Source: an optimization exercise on an open RTL-to-GDS flow (aim: a short achievable clock period and few clock cycles). Production flows keep margins and buffers that such runs may drop.
The RTL was checked by simulation tests, not by an equivalence proof against the original design.
Power figures rest on the tool's default switching activity, not on a simulated workload.

## solar16_core
module solar16_core (
    input  wire        clk,
    input  wire        rst,           
    input  wire [16:0] prog_len,      
    output wire        imem_req,
    output wire [15:0] imem_addr,
    input  wire        imem_ack,
    input  wire [31:0] imem_rdata,
    output wire        dmem_req,
    output wire        dmem_we,
    output wire [15:0] dmem_addr,
    output wire [7:0]  dmem_wdata,
    input  wire        dmem_ack,
    input  wire [7:0]  dmem_rdata,
    output wire        in_req,
    input  wire        in_ack,
    input  wire        in_eof,
    input  wire [20:0] in_char,
    output reg         out_valid,
    output reg  [7:0]  out_data,
    output wire [1:0]  run_state,     
    output reg  [2:0]  fault_cause,
    output reg  [16:0] fault_pc,
    output reg  [7:0]  fault_opcode,
    output reg  [7:0]  fault_operand,
    output wire [16:0] pc_out,
    output wire        z_out,
    input  wire [3:0]  dbg_sel,
    output wire [15:0] dbg_reg
);
Size: ~1200 flip-flops, ~210 I/O pins, about 0.071 sq mm of cells after synthesis.
make LEC_CHECK=0 CAP_MARGIN=20 CORE_MARGIN=2 CORE_UTILIZATION=45 PLACE_DENSITY=0.65 SETUP_SLACK_MARGIN=4.9 SLEW_MARGIN=20 SYNTH_HIERARCHICAL=1 finish   # period 10.0 ns
run.sh (not shown) runs the stock make flow with config.mk's settings and CLKGATE_MAP_FILE= SYNTH_SCRIPT=/design/flow/synth_recipe.tcl, a recipe that flattens the netlist after the stock synthesis.
Testbench counts at the start, summed over its fixed seeds: cycles 31,255.
Then changed:
--- a/flow/design.v
+++ b/flow/design.v
@@ -189,40 +189,39 @@
     reg [7:0]  nxt_lo, nxt_hi;
     reg        d_pend;            
     reg        d_ld0, d_ld1;      
     reg [7:0]  ls_lo;             
     reg        li;
     reg [3:0]  li_rd;
     reg        lm0, lm1;
     reg [15:0] m_li, m_lm0, m_lm1, m_mp;
     reg [15:0] ir_oh1, ir_oh2;
     reg        dep1_r;            
+    reg        byp_a, byp_b;      
+    reg        lbyp_a, lbyp_b;    
+    reg        dep_x;             
     reg [3:0]  lm_rd0, lm_rd1;
     wire [7:0]  ir_op1 = ir[15:8];
     wire [7:0]  ir_op2 = ir[23:16];
     wire [15:0] ir_imm = ir[31:16];
     wire [3:0]  ir_rd  = ir[11:8];
     wire [3:0]  ir_rs  = ir[19:16];
     wire [15:0] in_value = (in_eof || in_char == 21'd10) ? 16'd0 : in_char[15:0];
     wire        li_wr = li && in_ack;
     wire        lm_wr = d_pend && d_ld1 && dmem_ack;    
     wire [15:0] lm_val = {dmem_rdata, ls_lo};
     wire [15:0] mprod = ms + mc;
     wire e_act   = ir_v && (st == ST_RUN);
     wire quiet   = !li && !lm0 && !cv && !nv;
-    wire byp_a   = |(ir_oh1 & m_mp);
-    wire byp_b   = |(ir_oh2 & m_mp);
-    wire lbyp_a  = |(ir_oh1 & m_lm0);
-    wire lbyp_b  = |(ir_oh2 & m_lm0);
     wire l_late  = d_pend && d_ld1;                
     wire l_byp   = (lbyp_a || lbyp_b) && id[D_LBYP] && l_late;
-    wire dep     = |((ir_oh1 | ir_oh2) & (m_li | m_lm1)) ||
+    wire dep     = dep_x ||
                    ((lbyp_a || lbyp_b) && !l_byp) ||
                    ((byp_a || byp_b) && !id[D_BYP]);
     wire stall   = (id[D_FAULT] || id[D_HALT]) ? !quiet :
                    (dep ||
                     (id[D_LD]   && (lm1 || nv)) ||
                     (id[D_LDIN] && li) ||
                     (id[D_ST]   && nv));
     wire e_gor   = e_act && !stall;                
     wire e_go    = e_gor && (!l_byp || dmem_ack);   
     wire e_ok    = e_go && !id[D_FAULT];           
@@ -315,20 +314,21 @@
     wire [3:0]  nrd = nxw[11:8];
     wire [3:0]  nrs = nxw[19:16];
     wire [DW-1:0] nid = predecode(nxw, plt4, limw);
     wire [15:0] m_li_n  = e_in ? ir_oh1 : (li_wr ? 16'd0 : m_li);
     wire [15:0] m_mp_n  = e_mul ? ir_oh1 : 16'd0;
     wire [15:0] m_lm0_n = lm_wr ? (lm1 ? m_lm1 : (e_ldm ? ir_oh1 : 16'd0)) :
                           (e_ldm && !lm0) ? ir_oh1 : m_lm0;
     wire [15:0] m_lm1_n = lm_wr ? ((lm1 && e_ldm) ? ir_oh1 : 16'd0) :
                           (e_ldm && lm0) ? ir_oh1 : m_lm1;
     wire [15:0] oh1_n   = (adv && !redir) ? (nid[D_U1] ? (16'd1 << nxw[11:8]) : 16'd0) : ir_oh1;
+    wire [15:0] oh2_n   = (adv && !redir) ? (nid[D_U2] ? (16'd1 << nxw[19:16]) : 16'd0) : ir_oh2;
     function [15:0] rdreg(input [3:0] i);
         begin
             if (e_wr && ir_rd == i)      rdreg = res;
             else if (mp && mp_rd == i)   rdreg = mprod;
             else if (lm_wr && lm_rd0 == i) rdreg = lm_val;
             else if (li_wr && li_rd == i)  rdreg = in_value;
             else                         rdreg = regs[i];
         end
     endfunction
     function [15:0] hold(input [3:0] i, input [15:0] cur);
@@ -432,20 +432,25 @@
             lm1    <= 1'b0;
             lm_rd0 <= 4'd0;
             lm_rd1 <= 4'd0;
             m_li   <= 16'd0;
             m_lm0  <= 16'd0;
             m_lm1  <= 16'd0;
             m_mp   <= 16'd0;
             ir_oh1 <= 16'd0;
             ir_oh2 <= 16'd0;
             dep1_r <= 1'b0;
+            byp_a  <= 1'b0;
+            byp_b  <= 1'b0;
+            lbyp_a <= 1'b0;
+            lbyp_b <= 1'b0;
+            dep_x  <= 1'b0;
         end else begin
             if (f_issue) begin
                 f_pend <= 1'b1;
                 f_kill <= 1'b0;
                 f_pt   <= !redir && bhit;
                 fpc    <= fpc_i;
                 fbad   <= fbad_i;
             end else begin
                 if (imem_ack) begin
                     f_pend <= 1'b0;
@@ -525,20 +530,25 @@
                 zf <= id[D_CLR] || (id[D_CMP] && la == lb) ||
                       (id[D_ZRES] && res == 16'd0) || (id[D_MUL] && mz);
             for (i = 0; i < 16; i = i + 1)
                 if (e_wr && ir_rd == i)      regs[i] <= res;
                 else if (mp && mp_rd == i)   regs[i] <= mprod;
                 else if (lm_wr && lm_rd0 == i) regs[i] <= lm_val;
                 else if (li_wr && li_rd == i)  regs[i] <= in_value;
             mp <= e_mul;
             m_mp <= m_mp_n;
             dep1_r <= |(oh1_n & (m_li_n | m_lm0_n | m_lm1_n | m_mp_n));
+            byp_a  <= |(oh1_n & m_mp_n);
+            byp_b  <= |(oh2_n & m_mp_n);
+            lbyp_a <= |(oh1_n & m_lm0_n);
+            lbyp_b <= |(oh2_n & m_lm0_n);
+            dep_x  <= |((oh1_n | oh2_n) & (m_li_n | m_lm1_n));
             if (e_mul) begin
                 mp_rd <= ir_rd;
                 ms    <= ts;
                 mc    <= tc;
             end
             if (e_go && is_br) begin
                 if (tk && !ir_pt) begin
                     bv[bptr]   <= 1'b1;
                     bbad[bptr] <= id[D_TBAD];
                     bpc[bptr]  <= pc[15:0];
After rerunning: Via count decreases by 0.69%; power grows by 1.2%; combinational power is higher by about 1%; non-clock buffer count is lower by 98; setup slack gets better by 0.20 ns; design area goes down by 1.8%; wire length grows by 1.4%; fmax increases by 3.8%; count of clock-buffer cells in the layout goes down by 6; register-to-register slack gets better by 0.42 ns; first-iteration DRC count came out higher by 3.4%; worst hold slack improves by 0.0045 ns.
Testbench counts after the change, summed over its fixed seeds: cycles 31,255.

solar16_core, a different RTL version from the one above (not shown whole).
Size in the first run: ~8,400 cells after synthesis, about 210 I/O pins.
==> module solar16_dbg_mux, before the edit <==
module solar16_dbg_mux (
    input  wire [15:0] r0, r1, r2, r3, r4, r5, r6, r7,
    input  wire [15:0] r8, r9, r10, r11, r12, r13, r14, r15,
    input  wire [3:0]  sel,
    output reg  [15:0] q
);
    always @(*) begin
        case (sel)
            4'd0:  q = r0;
            4'd1:  q = r1;
            4'd2:  q = r2;
            4'd3:  q = r3;
            4'd4:  q = r4;
            4'd5:  q = r5;
            4'd6:  q = r6;
            4'd7:  q = r7;
            4'd8:  q = r8;
            4'd9:  q = r9;
            4'd10: q = r10;
            4'd11: q = r11;
            4'd12: q = r12;
            4'd13: q = r13;
            4'd14: q = r14;
            default: q = r15;
        endcase
    end
endmodule
Settings: LEC_CHECK=0, CAP_MARGIN=20, CORE_MARGIN=2, CORE_UTILIZATION=45, PLACE_DENSITY=0.65, SETUP_SLACK_MARGIN=4.9, SLEW_MARGIN=20, SYNTH_HIERARCHICAL=1; clock period 10.0 ns.
The baseline went through all stages and came out clean.
Testbench counts at the start, summed over its fixed seeds: cycles 31,255.
Change:
--- a/flow/design.v
+++ b/flow/design.v
@@ -577,28 +577,27 @@
     input  wire [15:0] r0, r1, r2, r3, r4, r5, r6, r7,
     input  wire [15:0] r8, r9, r10, r11, r12, r13, r14, r15,
     input  wire [3:0]  sel,
-    output reg  [15:0] q
+    output wire [15:0] q
 );
-    always @(*) begin
-        case (sel)
-            4'd0:  q = r0;
-            4'd1:  q = r1;
-            4'd2:  q = r2;
-            4'd3:  q = r3;
-            4'd4:  q = r4;
-            4'd5:  q = r5;
-            4'd6:  q = r6;
-            4'd7:  q = r7;
-            4'd8:  q = r8;
-            4'd9:  q = r9;
-            4'd10: q = r10;
-            4'd11: q = r11;
-            4'd12: q = r12;
-            4'd13: q = r13;
-            4'd14: q = r14;
-            default: q = r15;
-        endcase
-    end
+    wire [3:0] lo, hi;
+    solar16_dec2 u_dlo (.s(sel[1:0]), .y(lo));
+    solar16_dec2 u_dhi (.s(sel[3:2]), .y(hi));
+    wire [15:0] g0, g1, g2, g3;
+    solar16_ao4 u_g0 (.e(lo), .a(r0),  .b(r1),  .c(r2),  .d(r3),  .y(g0));
+    solar16_ao4 u_g1 (.e(lo), .a(r4),  .b(r5),  .c(r6),  .d(r7),  .y(g1));
+    solar16_ao4 u_g2 (.e(lo), .a(r8),  .b(r9),  .c(r10), .d(r11), .y(g2));
+    solar16_ao4 u_g3 (.e(lo), .a(r12), .b(r13), .c(r14), .d(r15), .y(g3));
+    solar16_ao4 u_q  (.e(hi), .a(g0),  .b(g1),  .c(g2),  .d(g3),  .y(q));
+endmodule
+module solar16_dec2 (input wire [1:0] s, output wire [3:0] y);
+    assign y = {s[1] & s[0], s[1] & ~s[0], ~s[1] & s[0], ~s[1] & ~s[0]};
+endmodule
+module solar16_ao4 (
+    input  wire [3:0]  e,
+    input  wire [15:0] a, b, c, d,
+    output wire [15:0] y
+);
+    assign y = ({16{e[0]}} & a) | ({16{e[1]}} & b) | ({16{e[2]}} & c) | ({16{e[3]}} & d);
 endmodule
 module solar16_mul_tree (input wire [15:0] a, input wire [15:0] b, output wire [15:0] s, output wire [15:0] c);
     wire [16:0] bb = {b, 1'b0};
Area after synthesis falls by about 0.6%.
Global-route usage shrinks by 3.6 points.
Sequential cell count stays the same.
Sequential share of layout area came out higher by 1.1 points.
Sequential power drops by about 3%.
Cell count falls by about 3%.
Testbench counts after the change, summed over its fixed seeds: cycles 31,255.

separate check: timing with driven ports:
How much do the figures lean on ideal ports? The routed layouts below were timed once more, with nothing changed but the port constraints.
Step 1 (the two cells are an assumption about what drives the block):
set clk [get_ports {clk}]
set_driving_cell -lib_cell sky130_fd_sc_hd__clkbuf_16 $clk
set_driving_cell -lib_cell sky130_fd_sc_hd__buf_2 [delete_from_list [all_inputs] $clk]
Step 2, shift: input delay + t, output delay - t, t = (earliest + latest rising clock arrival at the registers) / 2. This alone moves slack from input paths to output paths.
a / b / c = no drivers / after step 1 / after step 2; a / b = the first two.
run	t (ns)	setup slack, ns	latest minus earliest clock arrival (ns)	worst slew at a driven data input, ns	cell pins on the clock port's net
the first run of note 1	0.868	4.501 / 4.229 / 3.697	0.033 / 0.034	0.49	1
the second run of note 1	0.897	4.705 / 4.335 / 3.889	0.075 / 0.075	0.46	1
the first run of note 2	0.863	4.382 / 4.236 / 4.007	0.039 / 0.039	0.20	1
the second run of note 2	0.855	4.485 / 4.421 / 3.705	0.072 / 0.072	0.15	1
After both steps setup and hold are still met in every run listed. For the second run of note 1, which loses most, drivers alone change the setup slack by -0.370 ns; drivers and shift together by -0.816 ns.
